Context: an optimization exercise on an open-source flow, tuned for small area. The choices shown serve that exercise and are no tape-out recipe.
In this exercise RTL edits were held to simulation tests only and were not proved equivalent to the original.
Power is estimated from default activity; no workload was simulated.

==> flow/design.v (excerpt) <==
module risc_core (
    input  wire        clk,
    input  wire        rst,
    output wire [15:0] imem_addr,
    input  wire [31:0] imem_rdata,
    output wire [15:0] dmem_addr,
    output wire        dmem_we,
    output wire [31:0] dmem_wdata,
    input  wire [31:0] dmem_rdata,
    input  wire [31:0] in_data,
    output wire        in_pop,
    output wire        out_valid,
    output wire [31:0] out_data,
    output wire        halted,
    output wire [2:0]  trap_cause,
    output wire [31:0] trap_info,
    output wire [31:0] pc_out,
    input  wire [4:0]  dbg_addr,
    output wire [31:0] dbg_data
);
    localparam [2:0] S_CLR   = 3'd0,
                     S_FETCH = 3'd1,
                     S_DEC   = 3'd2,
                     S_ALIGN = 3'd3,
                     S_WORD  = 3'd4,
                     S_NPC   = 3'd5,
                     S_HALT  = 3'd6,
                     S_PRE   = 3'd7;
    localparam [1:0] Y_SH = 2'd0, Y_REM = 2'd1, Y_PC = 2'd2, Y_ZERO = 2'd3;
    reg [2:0]  state;
    reg [1:0]  sub;
    reg [1:0]  wi;
    reg [4:0]  ph;
    reg [16:0] pc;
    reg [2:0]  cause;
    reg [31:0] rem;
    reg [31:0] q;
    reg [4:0]  sh;
    reg [4:0]  psel_r;    
    reg        dsign, asign;
    reg        c_r, ne_r, lt_r, found_r;
    wire [31:0] ir     = imem_rdata;
  ...
For scale: roughly 3200 cells after synthesis, about 0.038 mm² of cells after synthesis.
==> flow/config.mk <==
export PLATFORM = sky130hd
export DESIGN_NAME = risc_core
export DESIGN_NICKNAME = risc_core
export VERILOG_FILES = /design/flow/design.v
export SDC_FILE = /design/flow/constraint.sdc
export NUM_CORES = 4
export LEC_CHECK = 0
export CAP_MARGIN = 0
export CORE_MARGIN = 2
export CORE_UTILIZATION = 45
export CTS_BUF_LIST = sky130_fd_sc_hd__clkbuf_8
export CTS_CLUSTER_DIAMETER = 60
export CTS_CLUSTER_SIZE = 16
export GPL_TIMING_DRIVEN = 0
export SLEW_MARGIN = 0
export SYNTH_HIERARCHICAL = 1
==> flow/constraint.sdc <==
create_clock -name core_clock -period 13.5 [get_ports {clk}]
set_input_delay 2.7000 -clock core_clock [delete_from_list [all_inputs] [get_ports {clk}]]
set_output_delay 2.7000 -clock core_clock [all_outputs]
set_load 0.01 [all_outputs]
standard.sh (not shown) runs the stock make flow with config.mk's settings and CLKGATE_MAP_FILE= SYNTH_SCRIPT=/design/flow/synth_recipe.tcl, a recipe that flattens the netlist after the stock synthesis.
==> flow/flow/run.sh <==
#!/bin/bash
# The standard layout (standard.sh, all ORFS steps) with these changes,
# made through ORFS's own variables:
#  - the buffers Yosys/ABC inserted are removed at floorplan (repair_design
#    re-buffers what needs it);
#  - ports are buffered with sky130_fd_sc_hd__buf_1 instead of the default
#    delay buffer;
#  - CTS clusters up to 16 sinks per clkbuf_8 and inserts no dummy loads.
# The output of the whole run goes to standard.log in the work folder; ORFS
# writes each step's log under orfs/logs/.
set -euo pipefail
export REMOVE_ABC_BUFFERS=1
export BUFFER_PORTS_ARGS="-buffer_cell sky130_fd_sc_hd__buf_1"
export CTS_ARGS="-sink_clustering_enable -repair_clock_nets -dont_use_dummy_load -buf_list sky130_fd_sc_hd__clkbuf_8 -sink_clustering_size 16 -sink_clustering_max_diameter 60"
bash standard.sh > standard.log 2>&1
The first run ran to the end with no violations.
Then changed:
- CAP_MARGIN: 0 -> 20
- SLEW_MARGIN: 0 -> 20
The new run produced a clean layout.
Total power hardly moves.
Non-clock buffer count rises by 23.
Die area stays the same.
Setup slack degrades by 0.77 ns.
Routed wire length rises by 0.86%.
Global-route usage rises by 0.14 points.
Via count rises by 1.4%.
Hold slack hardly moves.
Final area rises by 1.5%.
Then changed:
- CAP_MARGIN: 20 -> 5
- SLEW_MARGIN: 20 -> 5
- global-route usage hardly moves
- combinational power goes down slightly
- setup slack improves by 0.39 ns
- design area falls slightly
- sequential power stays flat
- final cell count is lower slightly
- hold slack gets worse by 0.0077 ns
- register-to-register slack improves by 0.34 ns
- power came out lower slightly
- area after synthesis stays the same

* * *

Setup of rev 12:
Another version of the RTL of risc_core (not shown whole).
For scale: roughly 3600 cells after synthesis, ~1100 flip-flops, about 0.041 sq mm of cells after synthesis.
Settings: LEC_CHECK=0, CAP_MARGIN=20, CORE_MARGIN=2, CORE_UTILIZATION=45, GPL_TIMING_DRIVEN=0, SLEW_MARGIN=20, SYNTH_HIERARCHICAL=1; clock period 13.5 ns.
==> flow/flow/run.sh <==
#!/bin/bash
# The standard layout (standard.sh, all ORFS steps) with these changes,
# made through ORFS's own variables:
#  - the buffers Yosys/ABC inserted are removed at floorplan (repair_design
#    re-buffers what needs it);
#  - ports are buffered with sky130_fd_sc_hd__buf_1 instead of the default
#    delay buffer;
#  - CTS clusters up to 20 sinks per clkbuf_16 and inserts no dummy loads.
# The output of the whole run goes to standard.log in the work folder; ORFS
# writes each step's log under orfs/logs/.
set -euo pipefail
export REMOVE_ABC_BUFFERS=1
export BUFFER_PORTS_ARGS="-buffer_cell sky130_fd_sc_hd__buf_1"
export CTS_ARGS="-sink_clustering_enable -repair_clock_nets -dont_use_dummy_load -buf_list sky130_fd_sc_hd__clkbuf_16 -sink_clustering_size 20 -sink_clustering_max_diameter 50"
bash standard.sh > standard.log 2>&1
Rev 12 reached the end of the flow, and the finished layout is clean on the timing, design-rule and antenna checks.
Modified inputs, rev 13 compared to rev 12
- CTS_CLUSTER_DIAMETER: unset -> 60
- CTS_BUF_LIST: unset -> sky130_fd_sc_hd__clkbuf_8
- CTS_CLUSTER_SIZE: unset -> 16
==> flow/run.sh (new file) <==
#!/bin/bash
# synth_recipe.tcl (not shown) runs the flow's synth.tcl, then flattens the netlist and writes it again
# the make line also repeats each setting of config.mk as NAME=value (left out here)
make -C /OpenROAD-flow-scripts/flow DESIGN_CONFIG=/design/flow/config.mk WORK_HOME=/design/flow/orfs CLKGATE_MAP_FILE= SYNTH_SCRIPT=/design/flow/synth_recipe.tcl finish
removed: flow/flow/run.sh
removed: flow/standard.sh
Results
Rev 13 vs rev 12, topmost layer with routed signal wires: met4 vs met5. Summary of rev 13 over rev 12: total number of nets in the final design increased about 5%; shortest clock period the worst path allows after layout increased 0.16 ns; clock buffer instance count of the final layout decreased about 6%; share of the cycle needed by the critical path after routing increased 1.2 points. In rev 13 relative to rev 12, routability congestion estimate from global placement had gone up by a few percent. [compare] base=rev 12 new=rev 13: arrival time at the worst endpoint increased 0.31 ns, worst hold slack grew by 0.018 ns, wire length on met1 rose 4700 um. Lower setup slack of the critical path after layout was reported by rev 13, not rev 12. From rev 12 to rev 13 the numbers moved as follows: critical path depth moved up; routed length on met2 moved up.

* * *

lane 4:
RTL: one of the versions met above, not the one the previous note started from.
Size in the first run: roughly 300 I/O pins, roughly 38000 um^2 of cells after synthesis.
// risc_core
module risc_core (
    input  wire        clk,
    input  wire        rst,
    output wire [15:0] imem_addr,
    input  wire [31:0] imem_rdata,
    output wire [15:0] dmem_addr,
    output wire        dmem_we,
    output wire [31:0] dmem_wdata,
    input  wire [31:0] dmem_rdata,
    input  wire [31:0] in_data,
    output wire        in_pop,
    output wire        out_valid,
    output wire [31:0] out_data,
    output wire        halted,
    output wire [2:0]  trap_cause,
    output wire [31:0] trap_info,
    output wire [31:0] pc_out,
    input  wire [4:0]  dbg_addr,
    output wire [31:0] dbg_data
);
export LEC_CHECK = 0
export CAP_MARGIN = 5
export CORE_MARGIN = 2
export CORE_UTILIZATION = 45
export CTS_BUF_LIST = sky130_fd_sc_hd__clkbuf_8
export CTS_CLUSTER_DIAMETER = 60
export CTS_CLUSTER_SIZE = 18
export GPL_TIMING_DRIVEN = 0
export SLEW_MARGIN = 5
export SYNTH_HIERARCHICAL = 1
create_clock -name core_clock -period 13.5 [get_ports {clk}]
==> flow/flow/run.sh <==
#!/bin/bash
# The standard layout (standard.sh, all ORFS steps) with these changes,
# made through ORFS's own variables:
#  - the buffers Yosys/ABC inserted are removed at floorplan (repair_design
#    re-buffers what needs it);
#  - ports are buffered with sky130_fd_sc_hd__buf_1 instead of the default
#    delay buffer;
#  - CTS clusters up to 18 sinks per clkbuf_8 and inserts no dummy loads.
# The output of the whole run goes to standard.log in the work folder; ORFS
# writes each step's log under orfs/logs/.
set -euo pipefail
export REMOVE_ABC_BUFFERS=1
export BUFFER_PORTS_ARGS="-buffer_cell sky130_fd_sc_hd__buf_1"
export CTS_ARGS="-sink_clustering_enable -repair_clock_nets -dont_use_dummy_load -buf_list sky130_fd_sc_hd__clkbuf_8 -sink_clustering_size 18 -sink_clustering_max_diameter 60"
bash standard.sh > standard.log 2>&1
Input-level comparison between lane 3 and lane 4:
- SLEW_MARGIN now 10, was 5
- CAP_MARGIN now 10, was 5
- CTS_CLUSTER_SIZE now 16, was 18
==> flow/flow/run.sh <==
#!/bin/bash
# The standard layout (standard.sh, all ORFS steps) with these changes,
# made through ORFS's own variables:
#  - the buffers Yosys/ABC inserted are removed at floorplan (repair_design
#    re-buffers what needs it);
#  - ports are buffered with sky130_fd_sc_hd__buf_1 instead of the default
#    delay buffer;
#  - CTS clusters up to 16 sinks per clkbuf_8 and inserts no dummy loads.
# The output of the whole run goes to standard.log in the work folder; ORFS
# writes each step's log under orfs/logs/.
set -euo pipefail
export REMOVE_ABC_BUFFERS=1
export BUFFER_PORTS_ARGS="-buffer_cell sky130_fd_sc_hd__buf_1"
export CTS_ARGS="-sink_clustering_enable -repair_clock_nets -dont_use_dummy_load -buf_list sky130_fd_sc_hd__clkbuf_8 -sink_clustering_size 16 -sink_clustering_max_diameter 60"
bash standard.sh > standard.log 2>&1
Findings:
- Compared with lane 4, in lane 3 die area level, reg-to-reg setup timing slack moved up.
- Proportion of power drawn by combinational gates of lane 3 is on par with lane 4.
- Via count deteriorates in lane 3 relative to lane 4.
- Lane 3 falls short of lane 4 in power consumption.
- Sequential share of layout area down 0.25 points in lane 3 wrt lane 4
- Lane 3 can be clocked faster than lane 4.

-- separate check: timing with driven ports --
The results above use ideal ports. As a check the final layouts listed here were re-extracted and re-timed, cells and wires unchanged. Step 1 (the two cells are an assumption about what drives the block):
set clk [get_ports {clk}]
set_driving_cell -lib_cell sky130_fd_sc_hd__clkbuf_16 $clk
set_driving_cell -lib_cell sky130_fd_sc_hd__buf_2 [delete_from_list [all_inputs] $clk]
Step 2 also shifts input and output timing later by t, the mid clock arrival at the registers, as if the neighbouring blocks saw the same clock. Slacks: no drivers / after step 1 / after step 2; pairs: no drivers / after step 1.
run | t, ns | setup WS [ns] | worst register clock-pin slew, ns
the first run of note 1 | 0.742 | 1.847 / 1.882 / 1.140 | 0.10 / 0.10
the second run of note 1 | 0.731 | 1.080 / 1.120 / 0.389 | 0.10 / 0.10
the third run of note 1 | 0.732 | 1.471 / 1.508 / 0.777 | 0.10 / 0.10
rev 12 | 0.694 | 0.415 / 0.458 / -0.235 | 0.08 / 0.08
rev 13 | 0.778 | 0.252 / 0.277 / -0.501 | 0.10 / 0.10
lane 4 | 0.741 | 1.429 / 1.466 / 0.726 | 0.11 / 0.11
lane 3 | 0.739 | 1.471 / 1.504 / 0.766 | 0.10 / 0.10
Met with ideal ports but missed after step 2: setup timing in rev 12 and rev 13. For rev 13, which loses most, drivers alone change the setup slack by +0.025 ns; drivers and shift together by -0.753 ns.
